From an optimization exercise on the open Yosys and OpenROAD flow, aimed at small area and a short achievable clock period; shortcuts taken in it are not production practice. At most, simulation tests tie the RTL to the original design; equivalence was not proved. Power is estimated from default activity; no workload was simulated.

Design kstc_tx, start of the top module:
module kstc_tx #(
    parameter MAX_PAYLOAD = 64
) (
    input  wire                     clk,
    input  wire                     rst,
    input  wire                     start,
    output wire                     ready,
    input  wire [7:0]               pri,
    input  wire [15:0]              src,
    input  wire [15:0]              dst,
    input  wire [15:0]              dspec,
    input  wire [63:0]              tid,
    input  wire [6:0]               len,
    input  wire [8*MAX_PAYLOAD-1:0] payload,
    output wire                     tx_valid,
    output wire [7:0]               tx_byte,
    input  wire                     tx_accept,
    output reg                      done,
    output reg                      ok
);
For scale: roughly 1600 cells after synthesis, ~720 flip-flops, about 27000 um^2 of cells after synthesis.
==> module kstc_tx, before the edit <==
module kstc_tx #(
    parameter MAX_PAYLOAD = 64
) (
    input  wire                     clk,
    input  wire                     rst,
    input  wire                     start,
    output wire                     ready,
    input  wire [7:0]               pri,
    input  wire [15:0]              src,
    input  wire [15:0]              dst,
    input  wire [15:0]              dspec,
    input  wire [63:0]              tid,
    input  wire [6:0]               len,
    input  wire [8*MAX_PAYLOAD-1:0] payload,
    output wire                     tx_valid,
    output wire [7:0]               tx_byte,
    input  wire                     tx_accept,
    output reg                      done,
    output reg                      ok
);
    localparam [7:0]  DELIM    = 8'h9E;
    localparam [7:0]  ESC      = 8'h8E;
    reg [7:0]               r_pri;
    reg [15:0]              r_src;
    reg [15:0]              r_dst;
    reg [15:0]              r_dspec;
    reg [63:0]              r_tid;
    reg [8*MAX_PAYLOAD-1:0] r_payload;
    reg        busy;       
    reg        idle;       
    reg        lden;       
    reg [7:0]  ob;         
    reg        ob_close;   
    reg        pend;       
    reg        pend_b4;    
    reg [7:0]  nb;         
    reg        nb_crc;     
    reg        nb_close;   
    reg        ph_hdr, ph_hcrc, ph_pay, ph_pcrc, ph_close;
    reg [7:0]  klo;
    reg [3:0]  hhi;
    reg [7:0]  phi;
    reg [6:0]  rem;        
    reg        zlen;       
    reg [31:0] crc;
    wire [8*28-1:0] hdr = {8'h80, 8'h00, 8'h00, 8'h00, r_tid, 64'd0,
                           r_dspec, r_dst, r_src, r_pri, 8'h00};
    reg [7:0] fetch, grp;
    integer g, l;
    always @* begin
        fetch = 8'h00;
        for (g = 0; g < 4; g = g + 1) begin
            grp = 8'h00;
            for (l = 0; l < 8; l = l + 1)
                grp = grp | (hdr[64*g + 8*l +: 8] & {8{klo[l]}});
            fetch = fetch | (grp & {8{hhi[g]}});
        end
        for (g = 0; g < MAX_PAYLOAD / 8; g = g + 1) begin
            grp = 8'h00;
            for (l = 0; l < 8; l = l + 1)
                grp = grp | (r_payload[64*g + 8*l +: 8] & {8{klo[l]}});
            fetch = fetch | (grp & {8{phi[g]}});
        end
    end
    wire [7:0] lb     = nb_crc ? ~crc[7:0] : nb;
    wire       lb_esc = !nb_close && (lb == DELIM || lb == ESC);
    wire [31:0] crc_step;
    kstc_crc32c_step u_crc (
        .crc_in  (crc),
        .data    (nb),
        .crc_out (crc_step)
    );
    wire [7:0] klo_rot = {klo[6:0], klo[7]};
    assign ready    = idle;
    assign tx_valid = busy;
    assign tx_byte  = ob;
    always @(posedge clk) begin
        if (rst) begin
            busy <= 1'b0;
            idle <= 1'b1;
            lden <= 1'b1;
            done <= 1'b0;
        end else if (!busy) begin
            busy <= start;
            idle <= !start;
            lden <= !start;
            done <= 1'b0;
        end else begin
            busy <= tx_accept && !ob_close;
            idle <= !tx_accept || ob_close;
            lden <= !tx_accept || ob_close || (!pend && nb_close);
            done <= !tx_accept || ob_close;
        end
        ok <= tx_accept;
        if (lden) begin
            r_pri     <= pri;
            r_src     <= src;
            r_dst     <= dst;
            r_dspec   <= dspec;
            r_tid     <= tid;
            r_payload <= payload;
        end
        if (lden) begin
            ob       <= DELIM;
            ob_close <= 1'b0;
            pend     <= 1'b0;
            nb       <= 8'h00;       
            nb_crc   <= 1'b0;
            nb_close <= 1'b0;
            ph_hdr   <= 1'b1;
            ph_hcrc  <= 1'b0;
            ph_pay   <= 1'b0;
            ph_pcrc  <= 1'b0;
            ph_close <= 1'b0;
            klo      <= 8'b0000_0010;    
            hhi      <= 4'b0001;
            phi      <= 8'b0000_0000;
            rem      <= len;
            zlen     <= (len == 7'd0);
            crc      <= 32'hFFFFFFFF;
        end else if (pend) begin
            ob   <= pend_b4 ? ~DELIM : ~ESC;
            pend <= 1'b0;
        end else begin
            ob       <= nb_close ? DELIM : (lb_esc ? ESC : lb);
            pend     <= lb_esc;
            pend_b4  <= lb[4];
            ob_close <= nb_close;
            crc      <= nb_crc ? {8'hFF, crc[31:8]} : crc_step;
            nb       <= fetch;
            nb_crc   <= ph_hcrc || ph_pcrc;
            nb_close <= ph_close;
            klo      <= klo_rot;
            if (ph_hdr) begin
                if (klo[7])
                    hhi <= {hhi[2:0], 1'b0};
                if (hhi[3] && klo[3]) begin      
                    ph_hdr  <= 1'b0;
                    ph_hcrc <= 1'b1;
                    hhi     <= 4'b0000;
                    klo     <= 8'b0000_0001;
                end
            end
            if (ph_hcrc && klo[3]) begin
                ph_hcrc <= 1'b0;
                ph_pay  <= !zlen;
                ph_pcrc <= zlen;
                phi     <= {7'd0, !zlen};
                klo     <= 8'b0000_0001;
            end
            if (ph_pay) begin
                rem <= rem - 1'b1;
                if (klo[7])
                    phi <= {phi[6:0], 1'b0};
                if (rem == 7'd1) begin
                    ph_pay  <= 1'b0;
                    ph_pcrc <= 1'b1;
                    phi     <= 8'b0000_0000;
                    klo     <= 8'b0000_0001;
                end
            end
            if (ph_pcrc && klo[3]) begin
                ph_pcrc  <= 1'b0;
                ph_close <= 1'b1;
            end
            if (ph_close)
                ph_close <= 1'b0;
        end
    end
endmodule
clock: 6.5 ns
lec_check: 0
cap_margin: 20
core_margin: 2
core_utilization: 40
setup_slack_margin: 4.3
slew_margin: 20
standard.sh (not shown) runs the stock make flow with config.mk's settings and CLKGATE_MAP_FILE= SYNTH_SCRIPT=/design/flow/synth_recipe.tcl, a recipe that flattens the netlist after the stock synthesis.
==> flow/flow/run.sh <==
#!/bin/bash
# Standard ORFS layout, except: the port buffers are buf_1 cells rather than
# the delay cells buffer_ports picks by default, and clock tree synthesis
# adds no dummy loads and clusters up to 24 sinks per leaf buffer.
set -euo pipefail
export BUFFER_PORTS_ARGS="-buffer_cell sky130_fd_sc_hd__buf_1"
export CTS_ARGS="-sink_clustering_enable -repair_clock_nets -dont_use_dummy_load -sink_clustering_size 24 -sink_clustering_max_diameter 120"
bash standard.sh > standard_flow.log 2>&1
The baseline passed the timing, design-rule and antenna checks.
Then changed:
--- a/flow/design.v
+++ b/flow/design.v
@@ -50,11 +50,13 @@
     reg [7:0]  nb;         
     reg        nb_crc;     
     reg        nb_close;   
     reg        ph_hdr, ph_hcrc, ph_pay, ph_pcrc, ph_close;
-    reg [7:0]  klo;
+    reg [7:0]  hlo;
     reg [3:0]  hhi;
+    reg [7:0]  plo;
     reg [7:0]  phi;
+    reg        crc_sh;     
     reg [6:0]  rem;        
     reg        zlen;       
     reg [31:0] crc;
     wire [8*28-1:0] hdr = {8'h80, 8'h00, 8'h00, 8'h00, r_tid, 64'd0,
@@ -65,15 +67,15 @@
         fetch = 8'h00;
         for (g = 0; g < 4; g = g + 1) begin
             grp = 8'h00;
             for (l = 0; l < 8; l = l + 1)
-                grp = grp | (hdr[64*g + 8*l +: 8] & {8{klo[l]}});
+                grp = grp | (hdr[64*g + 8*l +: 8] & {8{hlo[l]}});
             fetch = fetch | (grp & {8{hhi[g]}});
         end
         for (g = 0; g < MAX_PAYLOAD / 8; g = g + 1) begin
             grp = 8'h00;
             for (l = 0; l < 8; l = l + 1)
-                grp = grp | (r_payload[64*g + 8*l +: 8] & {8{klo[l]}});
+                grp = grp | (r_payload[64*g + 8*l +: 8] & {8{plo[l]}});
             fetch = fetch | (grp & {8{phi[g]}});
         end
     end
     wire [7:0] lb     = nb_crc ? ~crc[7:0] : nb;
@@ -83,9 +85,8 @@
         .crc_in  (crc),
         .data    (nb),
         .crc_out (crc_step)
     );
-    wire [7:0] klo_rot = {klo[6:0], klo[7]};
     assign ready    = idle;
     assign tx_valid = busy;
     assign tx_byte  = ob;
     always @(posedge clk) begin
@@ -125,11 +126,13 @@
             ph_hcrc  <= 1'b0;
             ph_pay   <= 1'b0;
             ph_pcrc  <= 1'b0;
             ph_close <= 1'b0;
-            klo      <= 8'b0000_0010;    
+            hlo      <= 8'b0000_0010;    
             hhi      <= 4'b0001;
+            plo      <= 8'b0000_0000;
             phi      <= 8'b0000_0000;
+            crc_sh   <= 1'b0;
             rem      <= len;
             zlen     <= (len == 7'd0);
             crc      <= 32'hFFFFFFFF;
         end else if (pend) begin
@@ -139,42 +142,46 @@
             ob       <= nb_close ? DELIM : (lb_esc ? ESC : lb);
             pend     <= lb_esc;
             pend_b4  <= lb[4];
             ob_close <= nb_close;
-            crc      <= nb_crc ? {8'hFF, crc[31:8]} : crc_step;
+            crc      <= crc_sh ? {8'hFF, crc[31:8]} : crc_step;
             nb       <= fetch;
             nb_crc   <= ph_hcrc || ph_pcrc;
+            crc_sh   <= ph_hcrc || ph_pcrc || ph_close;
             nb_close <= ph_close;
-            klo      <= klo_rot;
+            hlo      <= {hlo[6:0], hlo[7]};
+            plo      <= {plo[6:0], plo[7]};
             if (ph_hdr) begin
-                if (klo[7])
+                if (hlo[7])
                     hhi <= {hhi[2:0], 1'b0};
-                if (hhi[3] && klo[3]) begin      
+                if (hhi[3] && hlo[3]) begin      
                     ph_hdr  <= 1'b0;
                     ph_hcrc <= 1'b1;
                     hhi     <= 4'b0000;
-                    klo     <= 8'b0000_0001;
+                    hlo     <= 8'b0000_0001;
                 end
             end
-            if (ph_hcrc && klo[3]) begin
+            if (ph_hcrc && hlo[3]) begin
                 ph_hcrc <= 1'b0;
                 ph_pay  <= !zlen;
                 ph_pcrc <= zlen;
+                hlo     <= {7'd0, zlen};
+                plo     <= {7'd0, !zlen};
                 phi     <= {7'd0, !zlen};
-                klo     <= 8'b0000_0001;
             end
             if (ph_pay) begin
                 rem <= rem - 1'b1;
-                if (klo[7])
+                if (plo[7])
                     phi <= {phi[6:0], 1'b0};
                 if (rem == 7'd1) begin
                     ph_pay  <= 1'b0;
                     ph_pcrc <= 1'b1;
+                    plo     <= 8'b0000_0000;
                     phi     <= 8'b0000_0000;
-                    klo     <= 8'b0000_0001;
+                    hlo     <= 8'b0000_0001;
                 end
             end
-            if (ph_pcrc && klo[3]) begin
+            if (ph_pcrc && hlo[3]) begin
                 ph_pcrc  <= 1'b0;
                 ph_close <= 1'b1;
             end
             if (ph_close)
Via count drops by a few percent. Critical path depth is lower by 9. Utilization is lower by 1.4 points. Setup slack is better by 0.037 ns. Die area came out higher slightly. Register-to-register slack improves by 0.21 ns. Power falls by a few percent. Design area came out lower by a few percent. Count of clock-buffer cells in the layout grows by 1.
Only the layout flow was run in the first run of this note; the RTL was not checked for function there.

-- afterwards: timing with drivers on the ports --
How much do the figures lean on ideal ports? The routed layouts below were timed once more, with nothing changed but the port constraints. Step 1, drivers: a clkbuf_16 drives clk and a buf_2 each remaining input, both assumed. Step 2 also shifts input and output timing later by t, the mid clock arrival at the registers, as if the neighbouring blocks saw the same clock. Slacks: ideal ports / drivers / drivers and shift; pairs: ideal ports / drivers.
run	shift t [ns]	setup slack, ns	worst hold slack (ns)	worst setup path at the end	worst slew at a driven data input, ns
the first run	0.626	4.140 / 4.090 / 4.140	0.505 / 0.505 / 0.505	register to register	0.14
the second run	0.621	4.177 / 4.113 / 4.177	0.502 / 0.502 / 0.502	input to register	0.13
After both steps setup and hold are still met in every run listed.
